Context: an optimization exercise on an open-source flow, tuned for small area, a short achievable clock period and few clock cycles. The choices shown serve that exercise and are no tape-out recipe. Function was checked by simulation only, so behaviour that the tests miss may differ from the original. No activity file was given, so power comes from the tool's default toggle rates.

==> flow/design.v (excerpt) <==
module dci_serializer (
    input  wire        clk,
    input  wire        rst,         
    input  wire        cmd_valid,
    output wire        cmd_ready,
    input  wire [31:0] cmd_data,
    input  wire [3:0]  rd_idx,
    output reg  [31:0] rd_data,
    output reg         done
);
==> flow/config.mk <==
export PLATFORM = sky130hd
export DESIGN_NAME = dci_serializer
export DESIGN_NICKNAME = dci_serializer
export VERILOG_FILES = /design/flow/design.v
export SDC_FILE = /design/flow/constraint.sdc
export NUM_CORES = 4
export LEC_CHECK = 0
export CAP_MARGIN = 20
export CORE_MARGIN = 2
export CORE_UTILIZATION = 30
export PLACE_DENSITY = 0.45
export SLEW_MARGIN = 20
==> flow/constraint.sdc <==
create_clock -name core_clock -period 14.0 [get_ports {clk}]
set_input_delay 2.8000 -clock core_clock [delete_from_list [all_inputs] [get_ports {clk}]]
set_output_delay 2.8000 -clock core_clock [all_outputs]
set_load 0.01 [all_outputs]
standard.sh (not shown) runs the stock make flow with config.mk's settings and CLKGATE_MAP_FILE= SYNTH_SCRIPT=/design/flow/synth_recipe.tcl, a recipe that flattens the netlist after the stock synthesis.
==> flow/flow/run.sh <==
#!/bin/bash
# The standard layout, with repair_timing asked for 7.5 ns of setup slack and
# sky130_fd_sc_hd__buf_2 as the port buffer (every port still gets one).
# The clock, its period and the I/O constraints are the standard flow's, unchanged.
set -euo pipefail
bash standard.sh SETUP_SLACK_MARGIN=7.5 "BUFFER_PORTS_ARGS=-buffer_cell sky130_fd_sc_hd__buf_2" finish > make_finish.log 2>&1
The first run ran to the end with no violations.
Testbench counts at the start, summed over its fixed seeds: cycles 15,871.
Next try:
==> flow/flow/run.sh (replaced) <==
#!/bin/bash
# The standard layout, with repair_timing asked for 6.5 ns of setup slack and
# sky130_fd_sc_hd__buf_2 as the port buffer (every port still gets one).
# The clock, its period and the I/O constraints are the standard flow's, unchanged.
set -euo pipefail
bash standard.sh SETUP_SLACK_MARGIN=6.5 "BUFFER_PORTS_ARGS=-buffer_cell sky130_fd_sc_hd__buf_2" finish > make_finish.log 2>&1
--- a/flow/config.mk
+++ b/flow/config.mk
@@ -10,0 +11 @@
+export CTS_BUF_LIST = sky130_fd_sc_hd__clkbuf_8
Routed wire length falls by a few percent.
Worst setup slack is worse by 0.15 ns.
Non-clock buffer count falls by 37.
Clock power decreases by a little under a tenth.
Cell area went down by a few percent.
Via count fell slightly.
Sequential cell count stays the same.
Final cell count stays flat.
Die area stays the same.
Sequential share of layout area grows by 1.4 points.
Combinational power goes down by a few percent.
Next try:
--- a/flow/config.mk
+++ b/flow/config.mk
@@ -11 +11,2 @@
-export CTS_BUF_LIST = sky130_fd_sc_hd__clkbuf_8
+export CTS_CLUSTER_DIAMETER = 90
+export CTS_CLUSTER_SIZE = 30
Sequential power barely changes.
Sequential share of layout area went up by 0.82 points.
Clock skew hardly moves.
Register-to-register slack is worse by 0.02 ns.
Routed wire length went down slightly.
Global-route usage went down by 0.44 points.
Maximum frequency stays flat.
Cell area went down by a few percent.

========
Another version of the RTL of dci_serializer (not shown whole).
Size in the first run: roughly 0.023 mm^2 of cells after synthesis.
## dci_serializer
module dci_serializer (
    input  wire        clk,
    input  wire        rst,         
    input  wire        cmd_valid,
    output wire        cmd_ready,
    input  wire [31:0] cmd_data,
    input  wire [3:0]  rd_idx,
    output reg  [31:0] rd_data,
    output reg         done
);
    localparam [3:0] C_ILLEGAL = 4'h1, C_RSVD_HDR = 4'h2, C_FINALIZED = 4'h3,
                     C_APP_WIDTH = 4'h4, C_APP_VALUE = 4'h5, C_OVERFLOW = 4'h6,
                     C_FIELD = 4'h7, C_RSVD_VAL = 4'h8, C_NRB = 4'h9,
                     C_FREQ = 4'hA, C_HOPCFG = 4'hB, C_PSIZE = 4'hC;
    localparam [3:0] K_WIDTH = 4'd0, K_NRB = 4'd1, K_HOPCNT = 4'd2, K_HOPFLAG = 4'd3,
                     K_HOPOFF = 4'd4, K_FREQ = 4'd5, K_SMI = 4'd6, K_TBS = 4'd7,
                     K_PSIZE = 4'd8;
    localparam [2:0] B_NONE = 3'd0, B_CLEAR = 3'd1, B_ZEROS = 3'd2, B_APPEND = 3'd3,
                     B_FINAL = 3'd4, B_FIELD = 3'd5, B_COMMIT = 3'd6, B_FAULT = 3'd7;
    reg          halted;
    reg          in_cmd;        
    reg  [7:0]   opc;
    reg  [3:0]   k;             
    reg  [8:0]   nrb;
    reg  [4:0]   fw;
    reg  [1:0]   h;
    reg          hf;
    reg          sulp, sul;
    reg  [1:0]   smi;
    reg          pb;            
    reg          pf;            
    reg  [3:0]   pcause, pfield;
    reg  [2:0]   b_op;
    reg          b_first;       
    reg  [31:0]  R;             
    reg  [7:0]   pos;           
    reg  [2:0]   c_op;          
    reg  [127:0] bank0, bank1;
    reg          acc_ptr, out_ptr;
    reg  [7:0]   acc_len, out_len;
    reg          acc_final, out_valid, fault;
    assign cmd_ready = ~halted;
    wire   accept = cmd_valid & ~halted;
    wire [31:0] v = cmd_data;
    wire       is_pack = opc[4];
  ...
clock: 14.0 ns
lec_check: 0
cap_margin: 20
core_margin: 2
core_utilization: 30
cts_cluster_diameter: 90
cts_cluster_size: 30
place_density: 0.45
slew_margin: 20
==> flow/flow/run.sh <==
#!/bin/bash
# The standard layout, with repair_timing asked for 7.3 ns of setup slack and
# sky130_fd_sc_hd__buf_2 as the port buffer (every port still gets one).
# The clock, its period and the I/O constraints are the standard flow's, unchanged.
set -euo pipefail
bash standard.sh SETUP_SLACK_MARGIN=7.3 "BUFFER_PORTS_ARGS=-buffer_cell sky130_fd_sc_hd__buf_2" finish > make_finish.log 2>&1
Testbench counts at the start, summed over its fixed seeds: cycles 15,879.
Rerun with:
==> flow/flow/run.sh (replaced) <==
#!/bin/bash
# The standard layout, with repair_timing asked for 6.9 ns of setup slack and
# sky130_fd_sc_hd__buf_2 as the port buffer (every port still gets one).
# The clock, its period and the I/O constraints are the standard flow's, unchanged.
set -euo pipefail
bash standard.sh SETUP_SLACK_MARGIN=6.9 "BUFFER_PORTS_ARGS=-buffer_cell sky130_fd_sc_hd__buf_2" finish > make_finish.log 2>&1
CORE_UTILIZATION = 45   (was 30)
PLACE_DENSITY = 0.6   (was 0.45)
What happened: Total power fell by a few percent. Design area fell by a few percent. Fmax fell slightly. Cell count fell by roughly a tenth. Setup slack gets worse by 0.14 ns.
Rerun with:
==> flow/flow/run.sh (replaced) <==
#!/bin/bash
# The standard layout, with repair_timing asked for 7.0 ns of setup slack and
# sky130_fd_sc_hd__buf_2 as the port buffer (every port still gets one).
# The clock, its period and the I/O constraints are the standard flow's, unchanged.
set -euo pipefail
bash standard.sh SETUP_SLACK_MARGIN=7.0 "BUFFER_PORTS_ARGS=-buffer_cell sky130_fd_sc_hd__buf_2" finish > make_finish.log 2>&1
CORE_UTILIZATION = 60   (was 45)
CTS_CLUSTER_DIAMETER = 60   (was 90)
CTS_CLUSTER_SIZE = 25   (was 30)
PLACE_DENSITY = 0.7   (was 0.6)
What happened: The new run produced a clean layout; setup slack got worse by 0.013 ns; cell area increases by 1.1%; clock skew increases by 0.021 ns; routed wire length decreases by 1.7%.

## afterwards: timing with drivers on the ports
No port has a modelled driver above. Below, the same layouts with a new extraction and two added sets of constraints.
Step 1 (the two cells are an assumption about what drives the block):
set clk [get_ports {clk}]
set_driving_cell -lib_cell sky130_fd_sc_hd__clkbuf_16 $clk
set_driving_cell -lib_cell sky130_fd_sc_hd__buf_2 [delete_from_list [all_inputs] $clk]
Step 2 adds t to the input delays and takes it off the output delays; t is the mean of the earliest and latest rising clock arrival at the registers after step 1. Input paths then give back, and output paths get back, about the clock's delay inside the block.
a / b / c = no drivers / after step 1 / after step 2; a / b = the first two.
| run | t (ns) | setup slack, ns | clock arrival spread, ns | cell pins on the clock port's net |
|---|---|---|---|---|
| the first run of note 1 | 0.665 | 6.725 / 6.668 / 6.668 | 0.042 / 0.043 | 1 |
| the second run of note 1 | 0.745 | 6.580 / 6.554 / 6.554 | 0.046 / 0.046 | 1 |
| the third run of note 1 | 0.666 | 6.589 / 6.560 / 6.560 | 0.039 / 0.040 | 1 |
| the first run of note 2 | 0.679 | 7.079 / 6.726 / 6.726 | 0.052 / 0.051 | 1 |
| the second run of note 2 | 0.634 | 6.941 / 6.745 / 6.745 | 0.033 / 0.032 | 1 |
| the third run of note 2 | 0.617 | 6.928 / 6.760 / 6.760 | 0.054 / 0.053 | 1 |
After both steps setup and hold are still met in every run listed. The setup slack of the first run of note 2, which loses most, moves by -0.353 ns with the drivers and by -0.353 ns with both steps.
